Context: an optimization exercise on an open-source flow, tuned for small area, a short achievable clock period and few clock cycles per item. The choices shown serve that exercise and are no tape-out recipe. Where RTL was checked, it was by simulation tests only, not by an equivalence proof against the original. Power figures rest on the tool's default switching activity, not on a simulated workload.

old:
// can_frame_parser
module can_frame_parser (
    input  wire        clk,
    input  wire        rst,
    input  wire        in_valid,
    output wire        in_ready,
    input  wire [10:0] in_id,
    input  wire [3:0]  in_dlc,
    input  wire [63:0] in_data,
    output wire        rd_valid,
    input  wire        rd_ready,
    output wire        rd_last,
    output wire [7:0]  rd_field,
    output reg  [1:0]  rd_kind,
    output wire [16:0] rd_raw,
    output reg  [1:0]  rd_scale,
    output wire [55:0] rd_text,
    output wire [2:0]  rd_textlen,
    output wire        tx_valid,
    output wire [10:0] tx_id,
    output wire [3:0]  tx_dlc,
    output wire [63:0] tx_data,
    output wire        done,
    output reg  [5:0]  fault_bits,
    output wire [15:0] fault_count
);
clock: 6.0 ns
lec_check: 0
cap_margin: 20
core_margin: 2
core_utilization: 35
place_density: 0.6
setup_slack_margin: 2.0
slew_margin: 20
standard.sh (not shown) runs the stock make flow with config.mk's settings and CLKGATE_MAP_FILE= SYNTH_SCRIPT=/design/flow/synth_recipe.tcl, a recipe that flattens the netlist after the stock synthesis.
==> flow/flow/run.sh <==
#!/bin/bash
# Standard ORFS layout with fast port buffers and free cell resizing:
#  - ports are buffered with buf_2 instead of the default delay-buffer cell
#  - the resizer may swap a cell for any cell of the same function
#    (MATCH_CELL_FOOTPRINT=0), not only same-footprint ones.
set -euo pipefail
bash standard.sh MATCH_CELL_FOOTPRINT=0 \
  "BUFFER_PORTS_ARGS=-buffer_cell sky130_fd_sc_hd__buf_2" \
  finish > standard.log 2>&1
[inputs] new vs old
--- a/flow/design.v
+++ b/flow/design.v
@@ -6,13 +6,13 @@
     input  wire [10:0] in_id,
     input  wire [3:0]  in_dlc,
     input  wire [63:0] in_data,
     output wire        rd_valid,
     input  wire        rd_ready,
     output wire        rd_last,
-    output wire [7:0]  rd_field,
+    output reg  [7:0]  rd_field,
     output reg  [1:0]  rd_kind,
     output wire [16:0] rd_raw,
     output reg  [1:0]  rd_scale,
     output wire [55:0] rd_text,
     output wire [2:0]  rd_textlen,
     output wire        tx_valid,
@@ -292,18 +292,15 @@
     assign rd_valid = em;
     assign rd_last  = eml;
     assign done     = zd || (eml && rd_ready);
     assign in_ready = !em || (eml && rd_ready);
     wire   take     = in_valid && in_ready && !rst;
     wire        skip    = rd_field == 8'h07 && skip1;
-    wire [7:0]  fld_nx  = {2'b00, rd_field[5:0] + {4'd0, skip, !skip}};
+    wire [7:0]  fld_nx  = rd_field + {6'd0, skip, !skip};
     wire [23:0] desc_nx = {fld_nx, descf(fld_nx)};
     reg [7:0] r_k;        
-    reg       r_f7;       
-    reg [5:0] r_f;        
-    assign rd_field = {r_f7, 1'b0, r_f};
     reg [1:0] r_hm;
     reg       r_sgn, r_bitm;
     reg [7:0] lo_b, hi_b, lo, hi;
     always @* begin
         lo_b = ({8{r_k[0] | r_k[1]}} & d1) | ({8{r_k[2]}} & d2) | ({8{r_k[3]}} & d3) |
                ({8{r_k[4]}} & d4) | ({8{r_k[5]}} & d5) | ({8{r_k[6]}} & d6) |
@@ -326,24 +323,22 @@
     assign tx_dlc   = 4'd8;
     assign tx_data  = {56'd0, 6'b101000, tx_code};
     wire single = id282 || id381 || id481;
     always @(posedge clk) begin
         if (in_ready) begin
             skip1      <= id481 && lk1;
-            {r_f7, r_f} <= {f_desc[23], f_desc[21:16]};
-            {rd_kind, rd_scale, r_k, r_hm, r_sgn, r_bitm} <= f_desc[15:0];
+            {rd_field, rd_kind, rd_scale, r_k, r_hm, r_sgn, r_bitm} <= f_desc;
             tx_code    <= n_code;
             cst        <= n_cst;
             tlen       <= n_tlen;
             fault_bits <= fbits;
             dat        <= {single ? i0 : in_data[63:56], in_data[55:25],
                            id481 ? in_data[52] : in_data[24], in_data[23:17],
                            id481 ? in_data[41] : in_data[16], in_data[15:8]};
         end else if (rd_ready) begin
-            {r_f7, r_f} <= {desc_nx[23], desc_nx[21:16]};
-            {rd_kind, rd_scale, r_k, r_hm, r_sgn, r_bitm} <= desc_nx[15:0];
+            {rd_field, rd_kind, rd_scale, r_k, r_hm, r_sgn, r_bitm} <= desc_nx;
         end
         if (done && cst) carry_byte <= d7;
         if (rst) begin
             em          <= 1'b0;
             zd          <= 1'b0;
             eml         <= 1'b0;
### Flow results
Side by side, wire length on met2 turned out higher in new than in old.
[compare] base=old new=new: mapped cell area picked up an extra 3.0%, fraction of power spent switching nets now sits lower, non-clock buffer count has decreased, overall power moved up, worst slack at placement shows a reduction of 0.053 ns.
Area: new vs old -> new larger
Against old as the reference, new delivers a lower worst hold slack.
Clock distribution power on new is behind old.
The type of the setup path with the least slack comes out reg -> reg in one run and reg -> out in the other, namely in old and new respectively.
Testbench counts of new, summed over its fixed seeds: cycles 35,159, frames 20,000.
No functional check of the RTL was part of old.

========
can_frame_parser, a different RTL version from the one above (not shown whole).
Size in the first run: ~140 flip-flops, roughly 280 I/O pins.
clock: 6.0 ns
lec_check: 0
cap_margin: 20
core_margin: 2
core_utilization: 35
place_density: 0.6
setup_slack_margin: 2.5
slew_margin: 20
Scripts as last shown in full above: flow/flow/run.sh
Testbench counts at the start, summed over its fixed seeds: cycles 35,159, frames 20,000.
Change:
--- a/flow/design.v
+++ b/flow/design.v
@@ -44,21 +44,21 @@
     reg [2:0]  idx;            
     reg [4:0]  plan;
     reg        skip1;          
     reg        txp;            
     reg [1:0]  tx_code;
     reg        cst;            
     reg [2:0]  tlen;
     reg [55:0] dat;            
     wire [7:0] d1 = dat[7:0],   d2 = dat[15:8],  d3 = dat[23:16], d4 = dat[31:24];
     wire [7:0] d5 = dat[39:32], d6 = dat[47:40], d7 = dat[55:48];
-    localparam [1:0] H_NEXT = 2'd0, H_ZERO = 2'd2, H_SEXT = 2'd3;
+    localparam [1:0] H_NEXT = 2'd0, H_CB = 2'd1, H_ZERO = 2'd2, H_SEXT = 2'd3;
     function [18:0] desc(input [4:0] plan, input [2:0] idx);
         reg [2:0] k;
         reg [1:0] hm;
         reg       sgn;      
         reg       bitm;     
         reg [7:0] fbase;
         reg [1:0] kd, sc;
     begin
         k     = 3'd1;
         hm    = H_NEXT;
@@ -87,47 +87,47 @@
                     3'd3: begin k = 3'd2; kd = K_ONOFF; bitm = 1'b1; end
                     3'd4: begin k = 3'd3; kd = K_ONOFF; bitm = 1'b1; end
                     default: begin k = 3'd6; kd = K_ONOFF; bitm = 1'b1; end
                 endcase
             end
             P_A1: begin
                 fbase = 8'h10;
                 if (idx[0]) begin k = 3'd6; sgn = 1'b1; sc = 2'd2; end
                 else begin k = 3'd5; hm = H_ZERO; sc = 2'd1; end
             end
-            P_A3: begin fbase = 8'h12; k = 3'd1; hm = H_SEXT; sgn = 1'b1; end
+            P_A3: begin fbase = 8'h12; k = 3'd1; hm = H_SEXT; end
             P_B1: begin fbase = 8'h18; kd = K_TEXT; end
             P_C2: begin fbase = 8'h20; sgn = 1'b1; sc = 2'd2; k = idx[0] ? 3'd4 : 3'd2; end
             P_C4: begin fbase = 8'h22; sgn = 1'b1; sc = 2'd2; k = idx[0] ? 3'd4 : 3'd6; end
             P_C5: begin
                 fbase = 8'h24; sgn = 1'b1; sc = 2'd2;
                 k = (idx == 3'd0) ? 3'd1 : (idx == 3'd1) ? 3'd3 : 3'd5;
             end
             P_C6: begin
                 fbase = 8'h27;
                 case (idx)
-                    3'd0: begin k = 3'd0; sgn = 1'b1; sc = 2'd2; end
+                    3'd0: begin k = 3'd1; hm = H_CB; sgn = 1'b1; sc = 2'd2; end
                     3'd1: begin k = 3'd2; end
                     3'd2: begin k = 3'd4; sc = 2'd1; end
                     3'd3: begin k = 3'd6; hm = H_ZERO; end
                     default: begin k = 3'd7; hm = H_ZERO; end
                 endcase
             end
             P_C8: begin
                 fbase = 8'h2C;
                 if (idx[0]) begin k = 3'd2; sc = 2'd2; end
-                else begin k = 3'd0; sc = 2'd1; end
+                else begin k = 3'd1; hm = H_CB; sc = 2'd1; end
             end
             P_C9: begin
                 fbase = 8'h2E; sc = 2'd3;
                 if (idx[0]) k = 3'd2;
-                else k = 3'd0;
+                else begin k = 3'd1; hm = H_CB; end
             end
             P_C14: begin fbase = 8'h30; k = 3'd2; sgn = 1'b1; sc = 2'd2; end
             default: if (plan[4]) begin
                 fbase = {5'b10000, plan[2:0]};
                 k = 3'd4;
                 case (plan[2:0])
                     3'd0, 3'd1: begin sgn = 1'b1; sc = 2'd2; end
                     3'd5:       hm = H_ZERO;
                     default:    ;
                 endcase
@@ -284,46 +284,45 @@
     always @* begin
         n_tlen = 3'd0;
         for (j = 1; j < 8; j = j + 1)
             if (in_data[8*j +: 8] != 8'd0 && j < in_dlc) n_tlen = j[2:0];
     end
     assign rd_valid = em;
     assign rd_last  = eml;
     assign done     = zd || (eml && rd_ready);
     assign in_ready = nem || (eml && rd_ready);
     wire   take     = in_valid && in_ready && !rst;
-    wire        skip    = idx == 3'd0 && skip1;
-    wire [2:0]  idx_nx  = skip ? 3'd2 : idx + 3'd1;
+    wire [2:0]  idx_nx  = (idx == 3'd0 && skip1) ? 3'd2 : idx + 3'd1;
     wire [18:0] desc_nx = desc(plan, idx_nx);
     reg [2:0] r_k;
     reg [1:0] r_hm;
     reg       r_sgn, r_bitm;
     reg [7:0] lo_b, hi_b, lo, hi;
     always @* begin
         case (r_k)
-            3'd0: begin lo_b = d1; hi_b = carry_byte; end
             3'd1: begin lo_b = d1; hi_b = d2; end
             3'd2: begin lo_b = d2; hi_b = d3; end
             3'd3: begin lo_b = d3; hi_b = d4; end
             3'd4: begin lo_b = d4; hi_b = d5; end
             3'd5: begin lo_b = d5; hi_b = d6; end
             3'd6: begin lo_b = d6; hi_b = d7; end
             default: begin lo_b = d7; hi_b = d1; end
         endcase
         lo = r_bitm ? {7'd0, lo_b[0]} : lo_b;
         case (r_hm)
+            H_NEXT:  hi = hi_b;
+            H_CB:    hi = carry_byte;
             H_ZERO:  hi = 8'd0;
-            H_SEXT:  hi = {8{lo[7]}};
-            default: hi = hi_b;
+            default: hi = {8{lo[7]}};
         endcase
     end
-    assign rd_raw     = {r_sgn & hi[7], hi, lo};
+    assign rd_raw     = {r_sgn & hi[7] | (r_hm == H_SEXT) & lo[7], hi, lo};
     assign rd_text    = dat;
     assign rd_textlen = tlen;
     assign tx_valid = txp;
     assign tx_id    = 11'h241;
     assign tx_dlc   = 4'd8;
     assign tx_data  = {56'd0, 6'b101000, tx_code};
     wire single = id282 || id381 || id481;
     always @(posedge clk) begin
         if (in_ready) begin
             plan       <= f_plan;
Effect:
- design area goes up by 3.1%
- clock-buffer cell count goes up by 1
- die area goes up by 1.1%
- sequential share of layout area goes down by 0.86 points
- non-clock buffer count goes up by 9
- global-route usage goes up by 0.22 points
- power goes down by 1.5%
- clock skew barely changes
- first-iteration DRC count goes up by 16%
- via count goes up by 3.9%
- synthesized cell count goes up by 1.8%
The RTL of the second run of this note was laid out without a check of its function.

========
v6:
Another version of the RTL of can_frame_parser (not shown whole).
Size in the first run: roughly 140 flip-flops, about 280 I/O pins.
export LEC_CHECK = 0
export CAP_MARGIN = 20
export CORE_MARGIN = 2
export CORE_UTILIZATION = 35
export CTS_BUF_LIST = sky130_fd_sc_hd__clkbuf_8
export CTS_CLUSTER_DIAMETER = 150
export CTS_CLUSTER_SIZE = 40
export PLACE_DENSITY = 0.6
export SETUP_SLACK_MARGIN = 2.5
export SLEW_MARGIN = 20
create_clock -name core_clock -period 6.0 [get_ports {clk}]
==> flow/flow/run.sh <==
#!/bin/bash
# Standard ORFS layout with fast port buffers and free cell resizing:
#  - ports are buffered with buf_1 instead of the default delay-buffer cell
#  - the resizer may swap a cell for any cell of the same function
#    (MATCH_CELL_FOOTPRINT=0), not only same-footprint ones.
set -euo pipefail
bash standard.sh MATCH_CELL_FOOTPRINT=0 \
  "BUFFER_PORTS_ARGS=-buffer_cell sky130_fd_sc_hd__buf_1" \
  finish > standard.log 2>&1
v6: all stages complete, timing, DRC and antenna checks passed
[inputs] v7 vs v6
--- a/flow/design.v
+++ b/flow/design.v
@@ -6,17 +6,17 @@
     input  wire [10:0] in_id,
     input  wire [3:0]  in_dlc,
     input  wire [63:0] in_data,
     output wire        rd_valid,
     input  wire        rd_ready,
     output wire        rd_last,
     output wire [7:0]  rd_field,
-    output reg  [1:0]  rd_kind,
+    output wire [1:0]  rd_kind,
     output wire [16:0] rd_raw,
-    output reg  [1:0]  rd_scale,
+    output wire [1:0]  rd_scale,
     output wire [55:0] rd_text,
     output wire [2:0]  rd_textlen,
     output wire        tx_valid,
     output wire [10:0] tx_id,
     output wire [3:0]  tx_dlc,
     output wire [63:0] tx_data,
     output wire        done,
@@ -342,14 +342,27 @@
     reg [6:0] r_ls;       
     reg [7:0] r_hs;       
     reg       r_hx;       
     reg       r_sgn, r_bitm;
     reg       r_f7;       
     reg [5:0] r_f;        
     assign rd_field = {r_f7, 1'b0, r_f};
+    function [3:0] kind_scale(input [7:0] f);
+        case (f)
+            8'h07, 8'h08:               kind_scale = {K_LABEL, 2'd0};
+            8'h09, 8'h0A, 8'h0B, 8'h0C: kind_scale = {K_ONOFF, 2'd0};
+            8'h18:                      kind_scale = {K_TEXT, 2'd0};
+            8'h10, 8'h29, 8'h2C:        kind_scale = {K_NUM, 2'd1};
+            8'h2E, 8'h2F:               kind_scale = {K_NUM, 2'd3};
+            8'h01, 8'h12, 8'h28, 8'h2A, 8'h2B, 8'h82, 8'h83, 8'h84, 8'h85:
+                                        kind_scale = {K_NUM, 2'd0};
+            default:                    kind_scale = {K_NUM, 2'd2};
+        endcase
+    endfunction
+    assign {rd_kind, rd_scale} = kind_scale(rd_field);
     reg [7:0] lo_b, hi_b, lo, hi;
     always @* begin
         lo_b = ({8{r_ls[0]}} & d1) | ({8{r_ls[1]}} & d2) | ({8{r_ls[2]}} & d3) |
                ({8{r_ls[3]}} & d4) | ({8{r_ls[4]}} & d5) | ({8{r_ls[5]}} & d6) |
                ({8{r_ls[6]}} & d7);
         hi_b = ({8{r_hs[0]}} & carry_byte) | ({8{r_hs[1]}} & d2) | ({8{r_hs[2]}} & d3) |
                ({8{r_hs[3]}} & d4) | ({8{r_hs[4]}} & d5) | ({8{r_hs[5]}} & d6) |
@@ -365,25 +378,25 @@
     assign tx_dlc   = 4'd8;
     assign tx_data  = {56'd0, 6'b101000, tx_code};
     wire single = id282 || id381 || id481;
     always @(posedge clk) begin
         if (ce) begin
             skip1      <= id481 && lk1;
             {r_f7, r_f} <= {f_desc[29], f_desc[27:22]};
-            {rd_kind, rd_scale, r_ls, r_bitm, r_hs, r_hx, r_sgn} <= f_desc[21:0];
+            {r_ls, r_bitm, r_hs, r_hx, r_sgn} <= f_desc[17:0];
             tx_code    <= n_code;
             cst        <= n_cst;
             tlen       <= n_tlen;
             fault_bits <= fbits;
             dat        <= {single ? i0 : in_data[63:56], in_data[55:25],
                            id481 ? in_data[52] : in_data[24], in_data[23:17],
                            id481 ? in_data[41] : in_data[16], in_data[15:8]};
         end else if (rd_ready) begin
             {r_f7, r_f} <= {desc_nx[29], desc_nx[27:22]};
-            {rd_kind, rd_scale, r_ls, r_bitm, r_hs, r_hx, r_sgn} <= desc_nx[21:0];
+            {r_ls, r_bitm, r_hs, r_hx, r_sgn} <= desc_nx[17:0];
         end
         if (done && cst) carry_byte <= d7;
         if (rst) begin
             em          <= 1'b0;
             zd          <= 1'b0;
             eml         <= 1'b0;
             txp         <= 1'b0;
### Flow results
Synthesized area of v7 falls short of that of v6 by a few percent.
The critical path's slowest cell comes out edfxtp_1 in one run and a2111oi_0 in the other, namely in v7 and v6 respectively.
The standard cells in v7 occupy less silicon area than those in v6 do.
In v7, maximum achievable frequency is lower than in v6.
Compared with v6, in v7 non-clock buffer count went up by 21; synthesized cell count shows a reduction of 48; net switching power figure now sits lower; maximum fanout along the worst path now sits higher; critical path depth lost 1.
Testbench counts of v7, summed over its fixed seeds: cycles 35,159, frames 20,000.
Only the layout flow was run in v6; the RTL was not checked for function there.

========
can_frame_parser, a different RTL version from the one above (not shown whole).
Size in the first run: roughly 130 flip-flops, about 280 I/O pins, about 8700 um2 of cells after synthesis.
## can_frame_parser
module can_frame_parser (
    input  wire        clk,
    input  wire        rst,
    input  wire        in_valid,
    output wire        in_ready,
    input  wire [10:0] in_id,
    input  wire [3:0]  in_dlc,
    input  wire [63:0] in_data,
    output wire        rd_valid,
    input  wire        rd_ready,
    output wire        rd_last,
    output wire [7:0]  rd_field,
    output wire [1:0]  rd_kind,
    output wire [16:0] rd_raw,
    output wire [1:0]  rd_scale,
    output wire [55:0] rd_text,
    output wire [2:0]  rd_textlen,
    output wire        tx_valid,
    output wire [10:0] tx_id,
    output wire [3:0]  tx_dlc,
    output wire [63:0] tx_data,
    output wire        done,
    output reg  [5:0]  fault_bits,
    output wire [15:0] fault_count
);
==> flow/config.mk <==
export PLATFORM = sky130hd
export DESIGN_NAME = can_frame_parser
export DESIGN_NICKNAME = can_frame_parser
export VERILOG_FILES = /design/flow/design.v
export SDC_FILE = /design/flow/constraint.sdc
export NUM_CORES = 4
export LEC_CHECK = 0
export CAP_MARGIN = 20
export CORE_MARGIN = 2
export CORE_UTILIZATION = 35
export CTS_BUF_LIST = sky130_fd_sc_hd__clkbuf_8
export CTS_CLUSTER_DIAMETER = 150
export CTS_CLUSTER_SIZE = 40
export PLACE_DENSITY = 0.6
export SETUP_SLACK_MARGIN = 2.5
export SLEW_MARGIN = 20
==> flow/constraint.sdc <==
create_clock -name core_clock -period 6.0 [get_ports {clk}]
set_input_delay 1.2000 -clock core_clock [delete_from_list [all_inputs] [get_ports {clk}]]
set_output_delay 1.2000 -clock core_clock [all_outputs]
set_load 0.01 [all_outputs]
Scripts as last shown in full above: flow/flow/run.sh
The starting point produced a clean layout.
Then changed:
--- a/flow/design.v
+++ b/flow/design.v
@@ -4,21 +4,21 @@
     input  wire        in_valid,
     output wire        in_ready,
     input  wire [10:0] in_id,
     input  wire [3:0]  in_dlc,
     input  wire [63:0] in_data,
     output wire        rd_valid,
     input  wire        rd_ready,
     output wire        rd_last,
     output wire [7:0]  rd_field,
-    output wire [1:0]  rd_kind,
+    output reg  [1:0]  rd_kind,
     output wire [16:0] rd_raw,
-    output wire [1:0]  rd_scale,
+    output reg  [1:0]  rd_scale,
     output wire [55:0] rd_text,
     output wire [2:0]  rd_textlen,
     output wire        tx_valid,
     output wire [10:0] tx_id,
     output wire [3:0]  tx_dlc,
     output wire [63:0] tx_data,
     output wire        done,
     output reg  [5:0]  fault_bits,
     output wire [15:0] fault_count
@@ -330,31 +330,18 @@
     wire [22:0] dn      = descn(rd_field, skip1);
     wire [29:0] desc_nx = {fld_nx, dn[21:0]};
     reg [6:0] r_ls;       
     reg [7:0] r_hs;       
     reg       r_hx;       
     reg       r_sgn, r_bitm;
     reg       r_f7;       
     reg [5:0] r_f;        
     assign rd_field = {r_f7, 1'b0, r_f};
-    function [3:0] kind_scale(input [7:0] f);
-        case (f)
-            8'h07, 8'h08:               kind_scale = {K_LABEL, 2'd0};
-            8'h09, 8'h0A, 8'h0B, 8'h0C: kind_scale = {K_ONOFF, 2'd0};
-            8'h18:                      kind_scale = {K_TEXT, 2'd0};
-            8'h10, 8'h29, 8'h2C:        kind_scale = {K_NUM, 2'd1};
-            8'h2E, 8'h2F:               kind_scale = {K_NUM, 2'd3};
-            8'h01, 8'h12, 8'h28, 8'h2A, 8'h2B, 8'h82, 8'h83, 8'h84, 8'h85:
-                                        kind_scale = {K_NUM, 2'd0};
-            default:                    kind_scale = {K_NUM, 2'd2};
-        endcase
-    endfunction
-    assign {rd_kind, rd_scale} = kind_scale(rd_field);
     reg [7:0] lo_b, hi_b, lo, hi;
     always @* begin
         lo_b = ({8{r_ls[0]}} & d1) | ({8{r_ls[1]}} & d2) | ({8{r_ls[2]}} & d3) |
                ({8{r_ls[3]}} & d4) | ({8{r_ls[4]}} & d5) | ({8{r_ls[5]}} & d6) |
                ({8{r_ls[6]}} & d7);
         hi_b = ({8{r_hs[0]}} & carry_byte) | ({8{r_hs[1]}} & d2) | ({8{r_hs[2]}} & d3) |
                ({8{r_hs[3]}} & d4) | ({8{r_hs[4]}} & d5) | ({8{r_hs[5]}} & d6) |
                ({8{r_hs[6]}} & d7) | ({8{r_hs[7]}} & d1);
         lo = {lo_b[7:1] & {7{!r_bitm}}, lo_b[0]};
@@ -366,29 +353,29 @@
     assign tx_valid = txp;
     assign tx_id    = 11'h241;
     assign tx_dlc   = 4'd8;
     assign tx_data  = {56'd0, 6'b101000, tx_code};
     wire single = id282 || id381 || id481;
     always @(posedge clk) begin
         if (ce) begin
             skip1      <= id481 && lk1;
             {r_f7, r_f} <= {f_desc[29], f_desc[27:22]};
-            {r_ls, r_bitm, r_hs, r_hx, r_sgn} <= f_desc[17:0];
+            {rd_kind, rd_scale, r_ls, r_bitm, r_hs, r_hx, r_sgn} <= f_desc[21:0];
             tx_code    <= n_code;
             cst        <= n_cst;
             tlen       <= n_tlen;
             fault_bits <= fbits;
             dat        <= {single ? i0 : in_data[63:56], in_data[55:25],
                            id481 ? in_data[52] : in_data[24], in_data[23:17],
                            id481 ? in_data[41] : in_data[16], in_data[15:8]};
         end else if (rd_ready) begin
             {r_f7, r_f} <= {desc_nx[29], desc_nx[27:22]};
-            {r_ls, r_bitm, r_hs, r_hx, r_sgn} <= desc_nx[17:0];
+            {rd_kind, rd_scale, r_ls, r_bitm, r_hs, r_hx, r_sgn} <= desc_nx[21:0];
         end
         if (done && cst) carry_byte <= d7;
         if (rst) begin
             em          <= 1'b0;
             zd          <= 1'b0;
             eml         <= 1'b0;
             txp         <= 1'b0;
             sel         <= SEL_IDLE;
             line        <= 4'd0;
The changed run completed with no timing, DRC or antenna violations.
Core utilization came out lower by 0.76 points.
Wire length went down by 4.3%.
Final cell count went down by 3.3%.
Register-to-register slack improves by 0.03 ns.
Total power goes up by 8.3%.
Worst hold slack loses 0.0043 ns.
Clock skew is higher by 0.011 ns.
Die area went down by 1.7%.
Testbench counts after the change, summed over its fixed seeds: cycles 35,159, frames 20,000.
Only the layout flow was run in the first run of this note; the RTL was not checked for function there.

[afterwards: timing with drivers on the ports]
Ports are ideal in the flow. The routed layouts listed here were re-timed in OpenROAD. Step 1: set_driving_cell puts a clkbuf_16 on clk and a buf_2 on each other input, an assumption about the parent block. Step 2 adds t to the input delays and takes it off the output delays; t is the mean of the earliest and latest rising clock arrival at the registers after step 1. Input paths then give back, and output paths get back, about the clock's delay inside the block. Three values: ideal, step 1, step 2; two values: the first two.
| run | t (ns) | slack for setup (ns) | worst setup path after step 2 | worst register clock-pin slew, ns |
|---|---|---|---|---|
| old | 0.475 | 2.151 / 2.151 / 1.722 | input to register | 0.07 / 0.07 |
| new | 0.469 | 2.173 / 2.126 / 1.918 | input to register | 0.06 / 0.06 |
| the first run of note 2 | 0.476 | 2.370 / 2.370 / 2.021 | input to register | 0.07 / 0.07 |
| the second run of note 2 | 0.476 | 2.376 / 2.326 / 1.984 | input to register | 0.07 / 0.07 |
| v6 | 0.482 | 2.621 / 2.606 / 2.124 | input to register | 0.09 / 0.09 |
| v7 | 0.486 | 2.580 / 2.543 / 2.162 | input to register | 0.09 / 0.09 |
| the first run of note 4 | 0.487 | 2.461 / 2.420 / 2.290 | input to register | 0.10 / 0.10 |
| the second run of note 4 | 0.502 | 2.482 / 2.438 / 2.079 | input to register | 0.10 / 0.10 |
After both steps setup and hold are still met in every run listed. For v6, which loses most, drivers alone change the setup slack by -0.015 ns; drivers and shift together by -0.497 ns.
